Source: an optimization exercise on an open RTL-to-GDS flow (aim: small area, a short achievable clock period and few clock cycles). Production flows keep margins and buffers that such runs may drop. The RTL was checked by simulation tests, not by an equivalence proof against the original design.

`run.sh`:
```
#!/bin/bash
# synth_recipe.tcl (not shown) runs the flow's synth.tcl, then flattens the netlist and writes it again
# the make line also repeats each setting of config.mk as NAME=value (left out here)
make -C /OpenROAD-flow-scripts/flow DESIGN_CONFIG=/design/flow/config.mk WORK_HOME=/design/flow/orfs CLKGATE_MAP_FILE= SYNTH_SCRIPT=/design/flow/synth_recipe.tcl finish
```
`config.mk`:
```
export PLATFORM = sky130hd
export DESIGN_NAME = osmsl_core
export DESIGN_NICKNAME = osmsl_core
export VERILOG_FILES = /design/flow/design.v
export SDC_FILE = /design/flow/constraint.sdc
export NUM_CORES = 4
export LEC_CHECK = 0
export CAP_MARGIN = 20
export CORE_MARGIN = 2
export CORE_UTILIZATION = 35
export SLEW_MARGIN = 20
```
`constraint.sdc`:
```
create_clock -name core_clock -period 18.0 [get_ports {clk}]
set_input_delay 3.6000 -clock core_clock [delete_from_list [all_inputs] [get_ports {clk}]]
set_output_delay 3.6000 -clock core_clock [all_outputs]
set_load 0.01 [all_outputs]
```
`design.v`:
```
module osmsl_qadd (
    input  wire [63:0] b,
    input  wire        is_lat,      
    output reg         t_sign,
    output reg  [10:0] t_exp,
    output reg  [52:0] t_mant,
    output reg         t_zero,
    output reg         fault
);
    localparam [52:0] C_MANT = 53'h16800000000000;
    wire        b_sign = b[63];
    wire [10:0] b_efld = b[62:52];
    wire [51:0] b_frac = b[51:0];
    wire [10:0] a_exp  = (b_efld == 11'd0) ? 11'd1 : b_efld;
    wire [52:0] a_mant = {b_efld != 11'd0, b_frac};
    wire [10:0] c_exp  = is_lat ? 11'd1029 : 11'd1030;
    reg         a_big;
    reg  [10:0] e_big;
    reg  [52:0] m_big, m_small;
    reg  [10:0] diff;
    reg  [55:0] ms3, mask, aligned;
    reg         sticky;
    reg  [56:0] sum;
    reg  [55:0] norm;
    reg  [11:0] e_norm;
    reg  [5:0]  lz;
    reg  [53:0] rounded;
    reg         round_up;
    integer     k;
    always @* begin
        a_big = (a_exp > c_exp) || ((a_exp == c_exp) && (a_mant >= C_MANT));
        if (a_big) begin
            e_big   = a_exp;
            m_big   = a_mant;
            m_small = C_MANT;
            diff    = a_exp - c_exp;
        end else begin
            e_big   = c_exp;
            m_big   = C_MANT;
            m_small = a_mant;
            diff    = c_exp - a_exp;
        end
        ms3 = {m_small, 3'b000};
        for (k = 0; k < 56; k = k + 1)
            mask[k] = (diff > k);
        sticky = |(ms3 & mask);
        if (diff > 11'd55)
            aligned = 56'd0;
        else
            aligned = ms3 >> diff[5:0];
        aligned[0] = aligned[0] | sticky;
        if (b_sign)      
            sum = {1'b0, m_big, 3'b000} - {1'b0, aligned};
        else
            sum = {1'b0, m_big, 3'b000} + {1'b0, aligned};
        lz = 6'd0;
        for (k = 0; k <= 55; k = k + 1)
            if (sum[k]) lz = 6'd55 - k[5:0];
        if (sum[56]) begin
            norm   = {sum[56:2], sum[1] | sum[0]};
            e_norm = {1'b0, e_big} + 12'd1;
        end else begin
            norm   = sum[55:0] << lz;
            e_norm = {1'b0, e_big} - {6'd0, lz};
        end
        round_up = norm[2] & (norm[1] | norm[0] | norm[3]);
        rounded  = {1'b0, norm[55:3]} + {53'd0, round_up};
        if (rounded[53]) begin
            t_mant = rounded[53:1];
            e_norm = e_norm + 12'd1;
        end else begin
            t_mant = rounded[52:0];
        end
        t_zero = (sum == 57'd0);
        t_sign = a_big ? b_sign : 1'b0;
        t_exp  = e_norm[10:0];
        if (t_zero) begin
            t_sign = 1'b0;
            t_exp  = 11'd0;
            t_mant = 53'd0;
        end
        fault = (b_efld == 11'h7FF) || (!t_zero && (e_norm >= 12'd2017));
    end
endmodule
module osmsl_qdiv (
    input  wire [53:0] t,
    output wire [56:0] q,
    output wire        rem_nz
);
    function [3:0] nmod9;    
        input [6:0] s;
        case (s)
            7'd0: nmod9 = 4'd0;
            7'd1: nmod9 = 4'd8;
            7'd2: nmod9 = 4'd7;
            7'd3: nmod9 = 4'd6;
            7'd4: nmod9 = 4'd5;
            7'd5: nmod9 = 4'd4;
            7'd6: nmod9 = 4'd3;
            7'd7: nmod9 = 4'd2;
            7'd8: nmod9 = 4'd1;
            7'd9: nmod9 = 4'd0;
            7'd10: nmod9 = 4'd8;
            7'd11: nmod9 = 4'd7;
            7'd12: nmod9 = 4'd6;
            7'd13: nmod9 = 4'd5;
            7'd14: nmod9 = 4'd4;
            7'd15: nmod9 = 4'd3;
            7'd16: nmod9 = 4'd2;
            7'd17: nmod9 = 4'd1;
            7'd18: nmod9 = 4'd0;
            7'd19: nmod9 = 4'd8;
            7'd20: nmod9 = 4'd7;
            7'd21: nmod9 = 4'd6;
            7'd22: nmod9 = 4'd5;
            7'd23: nmod9 = 4'd4;
            7'd24: nmod9 = 4'd3;
            7'd25: nmod9 = 4'd2;
            7'd26: nmod9 = 4'd1;
            7'd27: nmod9 = 4'd0;
            7'd28: nmod9 = 4'd8;
            7'd29: nmod9 = 4'd7;
            7'd30: nmod9 = 4'd6;
            7'd31: nmod9 = 4'd5;
            7'd32: nmod9 = 4'd4;
            7'd33: nmod9 = 4'd3;
            7'd34: nmod9 = 4'd2;
            7'd35: nmod9 = 4'd1;
            7'd36: nmod9 = 4'd0;
            7'd37: nmod9 = 4'd8;
            7'd38: nmod9 = 4'd7;
            7'd39: nmod9 = 4'd6;
            7'd40: nmod9 = 4'd5;
            7'd41: nmod9 = 4'd4;
            7'd42: nmod9 = 4'd3;
            7'd43: nmod9 = 4'd2;
            7'd44: nmod9 = 4'd1;
            7'd45: nmod9 = 4'd0;
            7'd46: nmod9 = 4'd8;
            7'd47: nmod9 = 4'd7;
            7'd48: nmod9 = 4'd6;
            7'd49: nmod9 = 4'd5;
            7'd50: nmod9 = 4'd4;
            7'd51: nmod9 = 4'd3;
            7'd52: nmod9 = 4'd2;
            7'd53: nmod9 = 4'd1;
            7'd54: nmod9 = 4'd0;
            7'd55: nmod9 = 4'd8;
            7'd56: nmod9 = 4'd7;
            7'd57: nmod9 = 4'd6;
            7'd58: nmod9 = 4'd5;
            7'd59: nmod9 = 4'd4;
            7'd60: nmod9 = 4'd3;
            7'd61: nmod9 = 4'd2;
            7'd62: nmod9 = 4'd1;
            7'd63: nmod9 = 4'd0;
            7'd64: nmod9 = 4'd8;
            7'd65: nmod9 = 4'd7;
            7'd66: nmod9 = 4'd6;
            7'd67: nmod9 = 4'd5;
            7'd68: nmod9 = 4'd4;
            7'd69: nmod9 = 4'd3;
            7'd70: nmod9 = 4'd2;
            7'd71: nmod9 = 4'd1;
            7'd72: nmod9 = 4'd0;
            7'd73: nmod9 = 4'd8;
            7'd74: nmod9 = 4'd7;
            7'd75: nmod9 = 4'd6;
            7'd76: nmod9 = 4'd5;
            7'd77: nmod9 = 4'd4;
            7'd78: nmod9 = 4'd3;
            7'd79: nmod9 = 4'd2;
            7'd80: nmod9 = 4'd1;
            7'd81: nmod9 = 4'd0;
            7'd82: nmod9 = 4'd8;
            7'd83: nmod9 = 4'd7;
            7'd84: nmod9 = 4'd6;
            7'd85: nmod9 = 4'd5;
            7'd86: nmod9 = 4'd4;
            7'd87: nmod9 = 4'd3;
            7'd88: nmod9 = 4'd2;
            7'd89: nmod9 = 4'd1;
            7'd90: nmod9 = 4'd0;
            7'd91: nmod9 = 4'd8;
            7'd92: nmod9 = 4'd7;
            7'd93: nmod9 = 4'd6;
            7'd94: nmod9 = 4'd5;
            7'd95: nmod9 = 4'd4;
            7'd96: nmod9 = 4'd3;
            7'd97: nmod9 = 4'd2;
            7'd98: nmod9 = 4'd1;
            7'd99: nmod9 = 4'd0;
            7'd100: nmod9 = 4'd8;
            7'd101: nmod9 = 4'd7;
            7'd102: nmod9 = 4'd6;
            7'd103: nmod9 = 4'd5;
            7'd104: nmod9 = 4'd4;
            7'd105: nmod9 = 4'd3;
            7'd106: nmod9 = 4'd2;
            7'd107: nmod9 = 4'd1;
            7'd108: nmod9 = 4'd0;
            7'd109: nmod9 = 4'd8;
            7'd110: nmod9 = 4'd7;
            7'd111: nmod9 = 4'd6;
            7'd112: nmod9 = 4'd5;
            7'd113: nmod9 = 4'd4;
            7'd114: nmod9 = 4'd3;
            7'd115: nmod9 = 4'd2;
            7'd116: nmod9 = 4'd1;
            7'd117: nmod9 = 4'd0;
            7'd118: nmod9 = 4'd8;
            7'd119: nmod9 = 4'd7;
            7'd120: nmod9 = 4'd6;
            7'd121: nmod9 = 4'd5;
            7'd122: nmod9 = 4'd4;
            7'd123: nmod9 = 4'd3;
            7'd124: nmod9 = 4'd2;
            7'd125: nmod9 = 4'd1;
            7'd126: nmod9 = 4'd0;
            7'd127: nmod9 = 4'd8;
            default: nmod9 = 4'd0;
        endcase
    endfunction
    function [2:0] dmod5;    
        input [4:0] s;
        case (s)
            5'd0: dmod5 = 3'd0;
            5'd1: dmod5 = 3'd2;
            5'd2: dmod5 = 3'd4;
            5'd3: dmod5 = 3'd1;
            5'd4: dmod5 = 3'd3;
            5'd5: dmod5 = 3'd0;
            5'd6: dmod5 = 3'd2;
            5'd7: dmod5 = 3'd4;
            5'd8: dmod5 = 3'd1;
            5'd9: dmod5 = 3'd3;
            5'd10: dmod5 = 3'd0;
            5'd11: dmod5 = 3'd2;
            5'd12: dmod5 = 3'd4;
            5'd13: dmod5 = 3'd1;
            5'd14: dmod5 = 3'd3;
            5'd15: dmod5 = 3'd0;
            5'd16: dmod5 = 3'd2;
            5'd17: dmod5 = 3'd4;
            5'd18: dmod5 = 3'd1;
            5'd19: dmod5 = 3'd3;
            5'd20: dmod5 = 3'd0;
            5'd21: dmod5 = 3'd2;
            5'd22: dmod5 = 3'd4;
            5'd23: dmod5 = 3'd1;
            5'd24: dmod5 = 3'd3;
            5'd25: dmod5 = 3'd0;
            5'd26: dmod5 = 3'd2;
            5'd27: dmod5 = 3'd4;
            5'd28: dmod5 = 3'd1;
            5'd29: dmod5 = 3'd3;
            5'd30: dmod5 = 3'd0;
            5'd31: dmod5 = 3'd2;
            default: dmod5 = 3'd0;
        endcase
    endfunction
    function [11:0] r91;     
        input [6:0] a;       
        case (a)
            7'd0: r91 = 12'd0;
            7'd1: r91 = 12'd3276;
            7'd2: r91 = 12'd2457;
            7'd3: r91 = 12'd1638;
            7'd4: r91 = 12'd819;
            7'd8: r91 = 12'd910;
            7'd9: r91 = 12'd91;
            7'd10: r91 = 12'd3367;
            7'd11: r91 = 12'd2548;
            7'd12: r91 = 12'd1729;
            7'd16: r91 = 12'd1820;
            7'd17: r91 = 12'd1001;
            7'd18: r91 = 12'd182;
            7'd19: r91 = 12'd3458;
            7'd20: r91 = 12'd2639;
            7'd24: r91 = 12'd2730;
            7'd25: r91 = 12'd1911;
            7'd26: r91 = 12'd1092;
            7'd27: r91 = 12'd273;
            7'd28: r91 = 12'd3549;
            7'd32: r91 = 12'd3640;
            7'd33: r91 = 12'd2821;
            7'd34: r91 = 12'd2002;
            7'd35: r91 = 12'd1183;
            7'd36: r91 = 12'd364;
            7'd40: r91 = 12'd455;
            7'd41: r91 = 12'd3731;
            7'd42: r91 = 12'd2912;
            7'd43: r91 = 12'd2093;
            7'd44: r91 = 12'd1274;
            7'd48: r91 = 12'd1365;
            7'd49: r91 = 12'd546;
            7'd50: r91 = 12'd3822;
            7'd51: r91 = 12'd3003;
            7'd52: r91 = 12'd2184;
            7'd56: r91 = 12'd2275;
            7'd57: r91 = 12'd1456;
            7'd58: r91 = 12'd637;
            7'd59: r91 = 12'd3913;
            7'd60: r91 = 12'd3094;
            7'd64: r91 = 12'd3185;
            7'd65: r91 = 12'd2366;
            7'd66: r91 = 12'd1547;
            7'd67: r91 = 12'd728;
            7'd68: r91 = 12'd4004;
            default: r91 = 12'd0;
        endcase
    endfunction
    wire [9:0] s9 = {4'd0, t[5:0]}   + {4'd0, t[11:6]}  + {4'd0, t[17:12]} +
                    {4'd0, t[23:18]} + {4'd0, t[29:24]} + {4'd0, t[35:30]} +
                    {4'd0, t[41:36]} + {4'd0, t[47:42]} + {4'd0, t[53:48]};
    wire [6:0] s9b = {3'd0, s9[9:6]} + {1'b0, s9[5:0]};
    wire [7:0] s5 = {4'd0, t[3:0]}   + {4'd0, t[7:4]}   + {4'd0, t[11:8]}  +
                    {4'd0, t[15:12]} + {4'd0, t[19:16]} + {4'd0, t[23:20]} +
                    {4'd0, t[27:24]} + {4'd0, t[31:28]} + {4'd0, t[35:32]} +
                    {4'd0, t[39:36]} + {4'd0, t[43:40]} + {4'd0, t[47:44]} +
                    {4'd0, t[51:48]} + {6'd0, t[53:52]};
    wire [4:0] s5b = {1'b0, s5[7:4]} + {1'b0, s5[3:0]};
    wire [3:0] a9 = nmod9(s9b);
    wire [2:0] a5 = dmod5(s5b);
    assign rem_nz = (a9 != 4'd0) || (a5 != 3'd0);
    wire [11:0] m91r = r91({a9, a5});
    wire [47:0] tl = t[47:0];
    wire [47:0] p37 = {tl[42:0], 5'd0} + {tl[45:0], 2'd0} + tl;
    wire [47:0] n91 = p37 - {tl[40:0], 7'd0};
    wire [56:0] mn  = {n91, 9'd0} + {45'd0, m91r};
    wire [44:0] u1  = mn[56:12] + mn[44:0];
    wire [32:0] u2  = u1[44:12] + {u1[20:0], mn[11:0]};
    wire [8:0]  u3  = u2[32:24] + mn[8:0];
    assign q = {u3, u2[23:0], u1[11:0], mn[11:0]};
endmodule
module osmsl_qround (
    input  wire        t_sign,
    input  wire [10:0] t_exp,
    input  wire        t_zero,
    input  wire [56:0] q,
    input  wire        rem_nz,
    input  wire        is_lat,
    output reg  [31:0] r
);
    reg  [52:0] vm;
    reg         g, s;
    reg  [53:0] vr;
    reg  signed [13:0] e;      
    reg  [5:0]  n;
    reg  [52:0] ipart;
    reg         half;
    reg  [31:0] mag;
    always @* begin
        if (q[56]) begin
            vm = q[56:4];
            g  = q[3];
            s  = (|q[2:0]) | rem_nz;
            e  = $signed({3'b000, t_exp}) - 14'sd1050;
        end else begin
            vm = q[55:3];
            g  = q[2];
            s  = (|q[1:0]) | rem_nz;
            e  = $signed({3'b000, t_exp}) - 14'sd1051;
        end
        if (!is_lat)
            e = e - 14'sd1;
        vr = {1'b0, vm} + {53'd0, g & (s | vm[0])};
        if (vr[53]) begin
            vm = vr[53:1];
            e  = e + 14'sd1;
        end else begin
            vm = vr[52:0];
        end
        n     = 6'd0;
        ipart = 53'd0;
        half  = 1'b0;
        mag   = 32'd0;
        if (e >= 14'sd0) begin
            if (e < 14'sd32)
                mag = vm[31:0] << e[4:0];
        end else if (e >= -14'sd53) begin
            n     = -e[5:0];
            ipart = vm >> n;
            half  = vm[n - 6'd1];
            mag   = ipart[31:0];
        end
        if (t_zero)
            r = 32'd0;
        else
            r = (mag ^ {32{t_sign}}) + {31'd0, half ^ t_sign};
    end
endmodule
module osmsl_dqn (
    input  wire [44:0] a,
    input  wire [3:0]  i,
    input  wire        is_lat,
    output reg  [63:0] f
);
    reg  [5:0]  n;
    reg  [46:0] nv;        
    reg  [46:0] nmag;
    reg  [52:0] m;         
    reg  [5:0]  lz;
    reg  [52:0] mn;
    reg  [11:0] ex;
    integer     k;
    always @* begin
        n    = {i, 1'b0} + {2'b00, i};
        nv   = {1'b0, a, 1'b0} - (47'd1 << n);
        nmag = nv[46] ? -nv : nv;
        m    = {6'd0, nmag} * 53'd45;
        lz   = 6'd0;
        for (k = 0; k <= 52; k = k + 1)
            if (m[k]) lz = 6'd52 - k[5:0];
        mn = m << lz;
        ex = (is_lat ? 12'd1076 : 12'd1077) - {6'd0, n} - {6'd0, lz};
        if (m == 53'd0)
            f = 64'd0;
        else
            f = {nv[46], ex[10:0], mn[51:0]};
    end
endmodule
module osmsl_core (
    input  wire         clk,
    input  wire         rst,           
    input  wire         cmd_valid,
    input  wire [7:0]   cmd,
    input  wire         wr_en,
    input  wire [4:0]   wr_addr,       
    input  wire [63:0]  wr_data,
    output wire         busy,
    output reg  [63:0]  lat,
    output reg  [63:0]  lon,
    output reg  [7:0]   zoom,
    output reg  [44:0]  x,
    output reg  [44:0]  y,
    output reg  [31:0]  c1,
    output reg  [31:0]  c2,
    output reg  [3:0]   nd,
    output reg  [1:0]   np,
    output reg  [3:0]   idx,
    output reg  [3:0]   clen,
    output wire [119:0] cbuf,          
    output reg          stop,
    output reg  [2:0]   err
);
    localparam [7:0] C_QNT  = 8'h10, C_DQN = 8'h11, C_MRT  = 8'h20,
                     C_ENC  = 8'h40, C_LEN = 8'h41, C_EIN  = 8'h42,
                     C_EMIT = 8'h43, C_PADC = 8'h44,
                     C_DEC  = 8'h50, C_DIN = 8'h51, C_ACC  = 8'h52,
                     C_ZADJ = 8'h53;
    localparam [2:0] E_ILLCMD = 3'd1, E_NONFINITE = 3'd2, E_ZOOM = 3'd3,
                     E_SEQ = 3'd4;
    localparam [1:0] S_IDLE = 2'd0, S_EXEC = 2'd1, S_DEC2 = 2'd2;
    reg [1:0] state;
    reg [7:0] creg;                  
    reg [7:0] buf_q [0:14];
    genvar gk;
    generate
        for (gk = 0; gk < 15; gk = gk + 1) begin : g_cbuf
            assign cbuf[8*gk+7:8*gk] = buf_q[gk];
        end
    endgenerate
    assign busy = (state != S_IDLE);
    wire accept = cmd_valid && (state == S_IDLE);
    function [7:0] enc_char;
        input [5:0] d;
        begin
            if (d < 6'd26)
                enc_char = 8'h41 + {2'b00, d};
            else if (d < 6'd52)
                enc_char = 8'h61 + {2'b00, d - 6'd26};
            else if (d < 6'd62)
                enc_char = 8'h30 + {2'b00, d - 6'd52};
            else if (d == 6'd62)
                enc_char = 8'h5F;
            else
                enc_char = 8'h7E;
        end
    endfunction
    function [6:0] dec_char;
        input [7:0] c;
        begin
            if (c >= 8'h41 && c <= 8'h5A)
                dec_char = {1'b1, c[5:0] - 6'h01};
            else if (c >= 8'h61 && c <= 8'h7A)
                dec_char = {1'b1, c[5:0] - 6'h21 + 6'd26};
            else if (c >= 8'h30 && c <= 8'h39)
                dec_char = {1'b1, c[5:0] - 6'h30 + 6'd52};
            else if (c == 8'h5F)
                dec_char = {1'b1, 6'd62};
            else if (c == 8'h7E || c == 8'h40)
                dec_char = {1'b1, 6'd63};
            else
                dec_char = 7'd0;
        end
    endfunction
    function [31:0] interleave;
        input [14:0] a;
        input [14:0] b;
        integer j;
        begin
            interleave = 32'd0;
            for (j = 0; j < 15; j = j + 1) begin
                interleave[2*j+1] = a[j];
                interleave[2*j]   = b[j];
            end
        end
    endfunction
    reg        dirty_x, dirty_y;      
    wire       sel_y = !dirty_x && dirty_y;     
    wire        t_sign, t_zero, t_fault;
    wire [10:0] t_exp;
    wire [52:0] t_mant;
    osmsl_qadd u_add (.b(sel_y ? lat : lon), .is_lat(sel_y), .t_sign(t_sign),
                      .t_exp(t_exp), .t_mant(t_mant), .t_zero(t_zero), .fault(t_fault));
    reg         a_tag, a_pend;        
    reg         a_sign, a_zero, a_fault;
    reg  [10:0] a_exp;
    reg  [52:0] a_mant;
    always @(posedge clk) begin
        a_tag   <= sel_y;
        a_sign  <= t_sign;
        a_zero  <= t_zero;
        a_fault <= t_fault;
        a_exp   <= t_exp;
        a_mant  <= t_mant;
    end
    wire [56:0] d_q;
    wire        d_nz;
    osmsl_qdiv u_div (.t({1'b0, a_mant}), .q(d_q), .rem_nz(d_nz));
    reg         b_tag;
    reg         b_sign, b_zero, b_fault;
    reg  [10:0] b_exp;
    reg  [56:0] b_q;
    reg         b_nz;
    always @(posedge clk) begin
        b_tag   <= a_tag;
        b_sign  <= a_sign;
        b_zero  <= a_zero;
        b_fault <= a_fault;
        b_exp   <= a_exp;
        b_q     <= d_q;
        b_nz    <= d_nz;
    end
    wire [31:0] r_out;
    osmsl_qround u_rnd (.t_sign(b_sign), .t_exp(b_exp), .t_zero(b_zero),
                        .q(b_q), .rem_nz(b_nz), .is_lat(b_tag), .r(r_out));
    reg  [31:0] hx, hy;
    reg         hfx, hfy;
    wire [31:0] rx  = b_tag ? hx  : r_out;      
    wire [31:0] ry  = b_tag ? r_out : hy;
    wire        rfx = b_tag ? hfx : b_fault;
    wire        rfy = b_tag ? b_fault : hfy;
    wire        q_fault = rfx | rfy;
    always @(posedge clk) begin
        hx  <= rx;
        hy  <= ry;
        hfx <= rfx;
        hfy <= rfy;
    end
    wire qvalid = !dirty_x && !dirty_y && !a_pend;
    wire [63:0] dq_lon, dq_lat;
    osmsl_dqn u_dqn_lon (.a(x), .i(idx), .is_lat(1'b0), .f(dq_lon));
    osmsl_dqn u_dqn_lat (.a(y), .i(idx), .is_lat(1'b1), .f(dq_lat));
    wire signed [7:0] zs      = zoom;
    wire              zoom_ok = (zs >= -8'sd8) && (zs <= 8'sd22);
    wire [4:0]        zp8     = zoom[4:0] + 5'd8;       
    wire [5:0]        zp10    = {1'b0, zp8} + 6'd2;
    wire [5:0]        len_ndw = zp10 / 6'd3;
    wire [5:0]        len_npw = {1'b0, zp8} % 6'd3;
    wire [3:0]        len_nd  = len_ndw[3:0];
    wire [1:0]        len_np  = len_npw[1:0];
    wire [3:0]        len_tot = len_nd + {2'b00, len_np};
    wire [31:0] enc_c1 = interleave(rx[31:17], ry[31:17]);
    wire [31:0] enc_c2 = interleave(rx[16:2],  ry[16:2]);
    wire [59:0] enc_dig = {enc_c1[29:0], enc_c2[29:0]};    
    reg  [5:0] digit;
    always @* begin
        case (idx)
            4'd0: digit = c1[29:24];
            4'd1: digit = c1[23:18];
            4'd2: digit = c1[17:12];
            4'd3: digit = c1[11:6];
            4'd4: digit = c1[5:0];
            4'd5: digit = c2[29:24];
            4'd6: digit = c2[23:18];
            4'd7: digit = c2[17:12];
            4'd8: digit = c2[11:6];
            default: digit = c2[5:0];
        endcase
    end
    wire [7:0] digit_char = enc_char(digit);
    wire emit_ok = (idx < nd);
    wire [4:0] nd_np = {1'b0, nd} + {3'b000, np};
    wire padc_ok = (idx >= nd) && ({1'b0, idx} < nd_np);
    wire [7:0] acc_char = (idx < 4'd15) ? buf_q[idx] : 8'h00;
    wire [6:0] acc_dec  = dec_char(acc_char);
    wire       acc_found = acc_dec[6];
    wire [5:0] acc_d    = acc_dec[5:0];
    wire [2:0] acc_xb   = {acc_d[5], acc_d[3], acc_d[1]};
    wire [2:0] acc_yb   = {acc_d[4], acc_d[2], acc_d[0]};
    wire       acc_end  = stop || (idx >= clen);
    reg  [14:0] dm;           
    reg  [44:0] dxl, dyl;     
    reg  [3:0]  dn;           
    reg         dok;
    reg  [6:0]  dd;
    integer     i;
    always @* begin
        dok = 1'b1;
        dn  = 4'd0;
        dxl = 45'd0;
        dyl = 45'd0;
        for (i = 0; i < 15; i = i + 1) begin
            dd  = dec_char(buf_q[i]);
            dok = dok && dd[6] && (i < clen);
            dm[i] = dok;
            if (dok) begin
                dn = i + 1;
                dxl[44-3*i -: 3] = {dd[5], dd[3], dd[1]};
                dyl[44-3*i -: 3] = {dd[4], dd[2], dd[0]};
            end
        end
    end
    wire [3:0]  dsh = 4'd15 - dn;
    wire [44:0] dx_r = dxl >> ({dsh, 1'b0} + {2'b00, dsh});
    wire [44:0] dy_r = dyl >> ({dsh, 1'b0} + {2'b00, dsh});
    wire [7:0]  dzoom = 8'hF8 + {2'b00, dn, 1'b0} + {4'b0000, dn};
    wire [4:0] idx1    = {1'b0, idx} + 5'd1;
    wire [7:0] pad_c0  = (idx < 4'd15) ? buf_q[idx] : 8'h00;
    wire [7:0] pad_c1  = (idx1 < 5'd15) ? buf_q[idx1[3:0]] : 8'h00;
    wire       pad0    = (idx < clen) && (pad_c0 == 8'h2D);
    wire       pad1    = (idx1 < {1'b0, clen}) && (pad_c1 == 8'h2D);
    wire [7:0] zadj_zoom = pad0 ? (pad1 ? zoom - 8'd1 : zoom - 8'd2) : zoom;
    integer k;
    always @(posedge clk) begin
        if (rst) begin
            state   <= S_IDLE;
            creg    <= 8'd0;
            dirty_x <= 1'b1;
            dirty_y <= 1'b1;
            a_pend  <= 1'b0;
            lat     <= 64'd0;
            lon     <= 64'd0;
            zoom    <= 8'd0;
            x       <= 45'd0;
            y       <= 45'd0;
            c1      <= 32'd0;
            c2      <= 32'd0;
            nd      <= 4'd0;
            np      <= 2'd0;
            idx     <= 4'd0;
            clen    <= 4'd0;
            stop    <= 1'b0;
            err     <= 3'd0;
            for (k = 0; k < 15; k = k + 1)
                buf_q[k] <= 8'd0;
        end else begin
            a_pend <= sel_y ? dirty_y : dirty_x;
            if (sel_y) dirty_y <= 1'b0;
            else       dirty_x <= 1'b0;
            if (wr_en) begin
                case (wr_addr)
                    5'd0: begin lat  <= wr_data; dirty_y <= 1'b1; end
                    5'd1: begin lon  <= wr_data; dirty_x <= 1'b1; end
                    5'd2: zoom <= wr_data[7:0];
                    5'd3: clen <= wr_data[3:0];
                    default:
                        if (wr_addr[4] && wr_addr[3:0] != 4'd15)
                            buf_q[wr_addr[3:0]] <= wr_data[7:0];
                endcase
            end
            case (state)
                S_IDLE: if (accept) begin
                    creg <= cmd;
                    if (err == 3'd0) begin
                        if (cmd == C_DEC) begin
                            x     <= dx_r;
                            y     <= dy_r;
                            zoom  <= dzoom;
                            idx   <= dn;
                            stop  <= 1'b1;
                            state <= S_DEC2;
                        end else begin
                            state <= S_EXEC;
                        end
                    end
                end
                S_DEC2: begin
                    lon   <= dq_lon;
                    lat   <= dq_lat;
                    dirty_x <= 1'b1;
                    dirty_y <= 1'b1;
                    zoom  <= zadj_zoom;
                    state <= S_IDLE;
                end
                default: begin
                    state <= S_IDLE;
                    case (creg)
                        C_QNT: begin
                            if (!qvalid)
                                state <= S_EXEC;
                            else if (q_fault)
                                err <= E_NONFINITE;
                            else begin
                                x <= {13'd0, rx};
                                y <= {13'd0, ry};
                            end
                        end
                        C_ENC: begin
                            if (!qvalid)
                                state <= S_EXEC;
                            else if (q_fault)
                                err <= E_NONFINITE;
                            else begin
                                x  <= {13'd0, rx};
                                y  <= {13'd0, ry};
                                c1 <= enc_c1;
                                c2 <= enc_c2;
                                if (!zoom_ok) begin
                                    err <= E_ZOOM;
                                end else begin
                                    nd   <= len_nd;
                                    np   <= len_np;
                                    idx  <= len_tot;
                                    clen <= len_tot;
                                    for (k = 0; k < 12; k = k + 1) begin
                                        if (k < len_nd)
                                            buf_q[k] <= enc_char(enc_dig[59-6*k -: 6]);
                                        else if (k < len_tot)
                                            buf_q[k] <= 8'h2D;
                                    end
                                end
                            end
                        end
                        C_DQN: begin
                            lon  <= dq_lon;
                            lat  <= dq_lat;
                            dirty_x <= 1'b1;
                            dirty_y <= 1'b1;
                        end
                        C_MRT: begin
                            c1 <= interleave(x[31:17], y[31:17]);
                            c2 <= interleave(x[16:2],  y[16:2]);
                        end
                        C_LEN: begin
                            if (!zoom_ok) begin
                                err <= E_ZOOM;
                            end else begin
                                nd <= len_nd;
                                np <= len_np;
                            end
                        end
                        C_EIN: begin
                            idx  <= 4'd0;
                            clen <= 4'd0;
                        end
                        C_EMIT: begin
                            if (!emit_ok) begin
                                err <= E_SEQ;
                            end else begin
                                buf_q[idx] <= digit_char;
                                idx  <= idx + 4'd1;
                                clen <= idx + 4'd1;
                            end
                        end
                        C_PADC: begin
                            if (!padc_ok) begin
                                err <= E_SEQ;
                            end else begin
                                buf_q[idx] <= 8'h2D;
                                idx  <= idx + 4'd1;
                                clen <= idx + 4'd1;
                            end
                        end
                        C_DIN: begin
                            x    <= 45'd0;
                            y    <= 45'd0;
                            zoom <= 8'hF8;
                            idx  <= 4'd0;
                            stop <= 1'b0;
                        end
                        C_ACC: begin
                            if (acc_end || !acc_found) begin
                                stop <= 1'b1;
                            end else begin
                                x    <= {x[41:0], acc_xb};
                                y    <= {y[41:0], acc_yb};
                                zoom <= zoom + 8'd3;
                                idx  <= idx + 4'd1;
                            end
                        end
                        C_ZADJ: zoom <= zadj_zoom;
                        default: err <= E_ILLCMD;
                    endcase
                end
            endcase
        end
    end
endmodule
```
==> impl_metrics.env <==
export IMPL_post_route_period_util=0.964
export IMPL_die_y_um=582
export IMPL_worstPathMaxFanout=39
export IMPL_initialDrtViolationCount=16200
export IMPL_synth_main_ff_cell="dfxtp_1"
export IMPL_syn_area_per_cell_um2=7.32
export IMPL_synth_async_reset_ratio=0
export IMPL_drcViolationCount=0
export IMPL_maxCapViolations=0
export IMPL_antenna_found_initial=51
export IMPL_fin_crit_ns=17.36
export IMPL_setup_viol=0
export IMPL_grt_overflow=0
export IMPL_slowest_stage="o31ai_1"
export IMPL_synth_area_leader_cell="ha_1"
export IMPL_synth_area_um2=117000
export IMPL_setup_tns_final_ns=0
export IMPL_io_buffers=505
export IMPL_dieArea_um2=339000
export IMPL_critPathMaxStageDelay_ns=0.93
export IMPL_grt_total_usage=0.347
export IMPL_rsz0062_at_grt="true"
export IMPL_gp_congestion=1.06
export IMPL_synth_warnings=7
export IMPL_maxSlewViolCount=0
export IMPL_grt_pass1_wl_um=874000
export IMPL_ys_types=148
export IMPL_synthCells=16000
export IMPL_tightest_slew_ns=1.32
export IMPL_area_growth_syn_to_layout_pct=16.0
export IMPL_fmax_mhz=57.6
export IMPL_drt_antenna_violating_nets=0
export IMPL_cts_buffer_depth=3
export IMPL_hold_viol=0
export IMPL_start_util=0.351
export IMPL_hold_start="a_exp[5]"
export IMPL_maxSlewHeadroom=0.117
export IMPL_cts_hold_buf=0
export IMPL_final_area_um2=136000
export IMPL_start_kind="register"
export IMPL_crit_path_end_kind="register"
export IMPL_startpoint="dirty_x"
export IMPL_cp_arrival_ns=17.87
export IMPL_dp_hpwl_um=500000
export IMPL_cts_root_buf="clkbuf_16"
export IMPL_ys_seq_area_frac=0.123
export IMPL_cts_tree="yes"
export IMPL_final_nets=18000
export IMPL_crit_buf_inv=8
export IMPL_synth_common_cells="1688 x nor2_1, 1670 x nand2_1, 1317 x a21oi_1"
export IMPL_hp_class="reg2reg"
export IMPL_final_cells=21100
export IMPL_synth_most_common_cell="nor2_1"
export IMPL_wl_um=617000
export IMPL_final_core_util=0.407
export IMPL_clock_sinks=656
export IMPL_crit_family="compound AO/OA/AOI/OAI gates"
export IMPL_path_class="reg2reg"
export IMPL_die_w_um=582
export IMPL_outcome="complete, no violations"
export IMPL_clkTransAtPathRegs_ns=0.06
export IMPL_core_area_um2=333000
export IMPL_wire_per_inst_um=29.2
export IMPL_finClkSkew_ns=0.112
export IMPL_synthTopCellsByArea="ha_1 10%, dfxtp_1 9.0%, mux2i_1 7.8%, fa_1 6.1%, a21oi_1 5.6%"
export IMPL_cts_buffers=87
export IMPL_synth_edf_count=128
export IMPL_grt_pass1_vias=120000
export IMPL_required_ns=18.51
export IMPL_std_cell_rows=212
export IMPL_yosysTopAreaCellShare=0.101
export IMPL_dr_pass1_iters=8
export IMPL_placed_area_um2=131000
export IMPL_synth_ff_latch_count=656
export IMPL_vias_per_cell=6.21
export IMPL_dp_cells=20900
export IMPL_rr_startpoint="dirty_x"
export IMPL_grt_max_degree=102
export IMPL_drive_above_1_share=0.108
export IMPL_route_vias_total=131000
export IMPL_clk_latency_ns=0.81
export IMPL_ios=510
export IMPL_cts_max_level=3
-- logic make-up after synthesis --
group           count (synthesis)  synth area share
buf+inv                      1841            0.0634
xor+xnor                      926            0.0696
fa+ha+maj                    1302             0.162
simple gates                 5616             0.224
compound gates               4537             0.253
other cells                     2         0.0000642
flops                         656             0.123
mux                          1103             0.105
-- through the flow --
step	worst slack [ns]	hold slack (ns)
6_report	0.641	0.289
5_1_grt	-0.153	0.285
4_1_cts	0.00734	0.282
3_5_place_dp	-0.886	0.312
3_3_place_gp	-0.756	0.310
2_1_floorplan	0.0590	0.310
-- flip-flops by register name, summed over array words and instances, names as in the netlist, 8 cells and up, named ones only --
signal and flops:
lat 64, creg 8, b_exp 11, x 45, lon 64, c1 30
buf_q 128, a_exp 11, hy 32, y 45, a_mant 53, zoom 8
hx 32, c2 30, b_q 57
-- metal layers --
metal | track usage | vias up | part of all wire
met2 | 0.523 | 7174 | 0.42
li1 | - | 59300 | -
met3 | 0.0615 | 1540 | 0.090
met1 | 0.464 | 63100 | 0.42
met4 | 0.197 | 22 | 0.069
met5 | 0 | - | 0.00028
-- area by class of cell --
cell class                      instances  area (um^2)
Tap cell                             4387         5490
Fill cell                           34900       197000
Antenna cell                           29         72.6
Clock inverter                         57          830
Timing Repair Buffer                 1446        12300
Clock buffer                          107         2330
Multi-Input combinational cell      13500        96700
Inverter                              945         3560
Sequential cell                       656        14400
-- final timing paths --
check / end / cells after the start / slack (ns)
setup / recovery: a_mant[41] / 51 / 0.64
hold / removal: b_exp[5] / 0 / 0.29
setup reg to reg: a_mant[41] / 51 / 0.64
hold reg to reg: b_exp[5] / 0 / 0.29
-- cells in the final DEF (no fill, tap or decap), types with 467 or more instances in the layout --
master / instances
nor2_1: 1668
nand2_1: 1660
a21oi_1: 1265
ha_1: 929
buf_4: 921
inv_1: 919
mux2i_1: 896
o21ai_0: 848
xnor2_1: 596
dfxtp_1: 519
nor3_1: 510
clkdlybuf4s50_1: 501
nand3_1: 467
-- worst register-to-register path, delay by kind of cell, from the launching register on --
kind	cells	cell delay, ns
AOI/OAI and AO/OA	17	6.70
xor gates and xnor gates	1	0.20
adders and majority gates	2	0.46
buffers and inverters	8	2.14
DFF	1	0.29
muxes	1	0.53
and+or+nand+nor	22	6.77
-- what timing repair did --
action | in CTS | in global routing
cloned | 0 | 1
buffers inserted | 2 | 19
gates resized for setup | 30 | 235
pin swaps | 14 | 103
endpoints found under the setup margin | 2 | 152
Testbench counts, summed over its fixed seeds: cycles 2,872.

==> afterwards: timing with drivers on the ports <==
How much do the figures lean on ideal ports? The routed layout below was timed once more, with nothing changed but the port constraints. Step 1: set_driving_cell puts a clkbuf_16 on clk and a buf_2 on each other input, an assumption about the parent block. Step 2 adds t to the input delays and takes it off the output delays; t is the mean of the earliest and latest rising clock arrival at the registers after step 1. Input paths then give back, and output paths get back, about the clock's delay inside the block. a / b / c = ideal ports / drivers / drivers and shift; a / b = the first two.
t (ns): 0.871
setup slack, ns: 0.641 / 0.641 / 0.641
worst setup path at the end: register to register
latest minus earliest clock arrival (ns): 0.112 / 0.112
pins driven straight from the clock port: 1
After both steps setup and hold are still met in this run. For this run, drivers alone change the setup slack by 0.000 ns; drivers and shift together by 0.000 ns.
